From an optimization exercise on the open Yosys and OpenROAD flow, aimed at small area and a short achievable clock period; shortcuts taken in it are not production practice.
The RTL was checked by simulation tests, not by an equivalence proof against the original design.

==> flow/design.v (excerpt) <==
module sqan_rxsync (
    input  wire         clk,
    input  wire         rst,                  
    input  wire [1:0]   in_cmd,
    input  wire [15:0]  in_i,
    input  wire [15:0]  in_q,
    input  wire [6:0]   cfg_percent,          
    input  wire [1:0]   cfg_hdr_w,            
    input  wire [11:0]  cfg_header,           
    input  wire         cfg_byte_timing,      
    input  wire [7:0]   cfg_timing_interval,  
    input  wire [4:0]   cfg_slot_bits,        
    input  wire [7:0]   cfg_sync0,            
    input  wire [7:0]   cfg_sync1,            
    input  wire         cfg_screen,           
    input  wire         cfg_esc_en,           
    input  wire [7:0]   cfg_esc_marker,       
    input  wire [7:0]   cfg_esc_xor,          
    input  wire [2:0]   cfg_esc_extra,        
    output reg          flush_valid,
    output reg          flush_emit,
    output reg  [4:0]   flush_n,
    output reg          flush_sync,
    output reg          flush_overflow,
    output reg  [127:0] flush_bytes,          
    output wire         st_searching,
    output wire         st_inverted,
    output wire         st_ignore,
    output wire [4:0]   st_count
);
    reg        [3:0]  pd_one;           
    reg        [3:0]  pd_two;           
    reg        [3:0]  pd_sg;            
    reg        [11:0] xr;               
    reg               searching;
    reg        [11:0] window;           
    reg               inverted;
    reg        [4:0]  bit_cnt;
    reg        [6:0]  temp;             
    reg               ignore_hdr;
    reg        [7:0]  slots_left;
    reg        [7:0]  dataout [0:15];
    reg        [4:0]  idx;
    reg               sync_found;
    reg               match_idx;
    reg               overflow;
    assign st_searching = searching;
    assign st_inverted  = inverted;
    assign st_ignore    = ignore_hdr;
    assign st_count     = idx;
    wire is_sample   = (in_cmd == 2'd1);
    wire is_scan_end = (in_cmd == 2'd2);
    wire inv_eff = !searching && inverted;    
  ...
==> flow/config.mk <==
export PLATFORM = sky130hd
export DESIGN_NAME = sqan_rxsync
export DESIGN_NICKNAME = sqan_rxsync
export VERILOG_FILES = /design/flow/design.v
export SDC_FILE = /design/flow/constraint.sdc
export NUM_CORES = 4
export LEC_CHECK = 0
export CAP_MARGIN = 20
export CORE_MARGIN = 2
export CORE_UTILIZATION = 40
export CTS_CLUSTER_DIAMETER = 70
export CTS_CLUSTER_SIZE = 30
export PLACE_DENSITY = 0.75
export SLEW_MARGIN = 20
export SYNTH_HIERARCHICAL = 1
==> flow/constraint.sdc <==
create_clock -name core_clock -period 22.0 [get_ports {clk}]
set_input_delay 4.4000 -clock core_clock [delete_from_list [all_inputs] [get_ports {clk}]]
set_output_delay 4.4000 -clock core_clock [all_outputs]
set_load 0.01 [all_outputs]
standard.sh (not shown) runs the stock make flow with config.mk's settings and CLKGATE_MAP_FILE= SYNTH_SCRIPT=/design/flow/synth_recipe.tcl, a recipe that flattens the netlist after the stock synthesis.
==> flow/flow/run.sh <==
#!/bin/bash
# Standard layout with three changes to how it is optimised:
#  - the port buffers are made from the smallest buffer cell (buffer_ports
#    otherwise picks sky130_fd_sc_hd__clkdlybuf4s50_1); the resizer still
#    upsizes any of them that timing or slew needs;
#  - the buffers that synthesis (ABC) put in are removed at floorplan, and the
#    resizer buffers the nets as placement needs;
#  - repair_timing aims for a larger setup slack than the constraint needs, so
#    that it shortens the critical paths (the SDC and clock are unchanged).
set -euo pipefail
export BUFFER_PORTS_ARGS="-buffer_cell sky130_fd_sc_hd__buf_1"
export REMOVE_ABC_BUFFERS=1
export SETUP_SLACK_MARGIN=15
bash standard.sh > standard_make.log 2>&1
Then changed:
--- a/flow/flow/run.sh
+++ b/flow/flow/run.sh
@@ -2 +2 @@
-# Standard layout with three changes to how it is optimised:
+# Standard layout with two changes to how it is optimised:
@@ -6,2 +5,0 @@
-#  - the buffers that synthesis (ABC) put in are removed at floorplan, and the
-#    resizer buffers the nets as placement needs;
@@ -12,2 +10 @@
-export REMOVE_ABC_BUFFERS=1
-export SETUP_SLACK_MARGIN=15
+export SETUP_SLACK_MARGIN=14
- PLACE_DENSITY: 0.75 -> not set
=>
- register-to-register slack loses 0.57 ns
- hold slack is better by 0.011 ns
- count of clock-buffer cells in the layout came out lower by 2
- cell count fell by 0.54%
- wire length is lower by 3.2%
- global-route usage drops by 0.44 points
- clock skew falls by 0.0030 ns
- utilization went down by 0.61 points

sqan_rxsync again, from the RTL that the note above started with.
Settings: LEC_CHECK=0, CAP_MARGIN=20, CORE_MARGIN=2, CORE_UTILIZATION=40, CTS_CLUSTER_DIAMETER=70, CTS_CLUSTER_SIZE=30, PLACE_DENSITY=0.75, SLEW_MARGIN=20, SYNTH_HIERARCHICAL=1; clock period 22.0 ns.
==> flow/flow/run.sh <==
#!/bin/bash
# Standard layout with three changes to how it is optimised:
#  - the port buffers are made from the smallest buffer cell (buffer_ports
#    otherwise picks sky130_fd_sc_hd__clkdlybuf4s50_1); the resizer still
#    upsizes any of them that timing or slew needs;
#  - the buffers that synthesis (ABC) put in are removed at floorplan, and the
#    resizer buffers the nets as placement needs;
#  - repair_timing aims for a larger setup slack than the constraint needs, so
#    that it shortens the critical paths (the SDC and clock are unchanged).
set -euo pipefail
export BUFFER_PORTS_ARGS="-buffer_cell sky130_fd_sc_hd__buf_1"
export REMOVE_ABC_BUFFERS=1
export SETUP_SLACK_MARGIN=16
bash standard.sh > standard_make.log 2>&1
The baseline ran to the end with no violations.
Rerun with:
--- a/flow/flow/run.sh
+++ b/flow/flow/run.sh
@@ -11,4 +11,4 @@
 export BUFFER_PORTS_ARGS="-buffer_cell sky130_fd_sc_hd__buf_1"
 export REMOVE_ABC_BUFFERS=1
-export SETUP_SLACK_MARGIN=16
+export SETUP_SLACK_MARGIN=15
 bash standard.sh > standard_make.log 2>&1
Settings changed: PLACE_DENSITY 0.75 to unset.
After rerunning:
- The new run completed without violations
- setup slack improved by 13 ps
- register-to-register slack improved by 50 ps
- non-clock buffer count came out lower by 9
- synthesized area stays the same
- via count shrinks by a few percent
- count of clock-buffer cells in the layout goes down by 3

-- afterwards: timing with drivers on the ports --
The results above use ideal ports. As a check the final layouts listed here were re-extracted and re-timed, cells and wires unchanged. Step 1 sets driving cells, clkbuf_16 on the clock port and buf_2 on the other inputs (assumed; they add their load-dependent delay and slew). Step 2 also shifts input and output timing later by t, the mid clock arrival at the registers, as if the neighbouring blocks saw the same clock. a / b / c = no drivers / after step 1 / after step 2; a / b = the first two.
| run | shift t [ns] | slack for setup (ns) | hold slack, ns | clock arrival spread, ns |
|---|---|---|---|---|
| the first run of note 1 | 0.591 | 14.925 / 14.914 / 14.323 | 0.391 / 0.391 / 0.391 | 0.034 / 0.034 |
| the second run of note 1 | 0.617 | 14.232 / 14.263 / 13.646 | 0.402 / 0.402 / 0.402 | 0.032 / 0.031 |
| the first run of note 2 | 0.591 | 14.987 / 14.988 / 14.397 | 0.395 / 0.395 / 0.395 | 0.034 / 0.034 |
| the second run of note 2 | 0.608 | 15.000 / 15.000 / 14.392 | 0.415 / 0.415 / 0.415 | 0.040 / 0.040 |
After both steps every run listed still meets setup and hold. For the second run of note 2, which loses most, drivers alone change the setup slack by 0.000 ns; drivers and shift together by -0.608 ns.
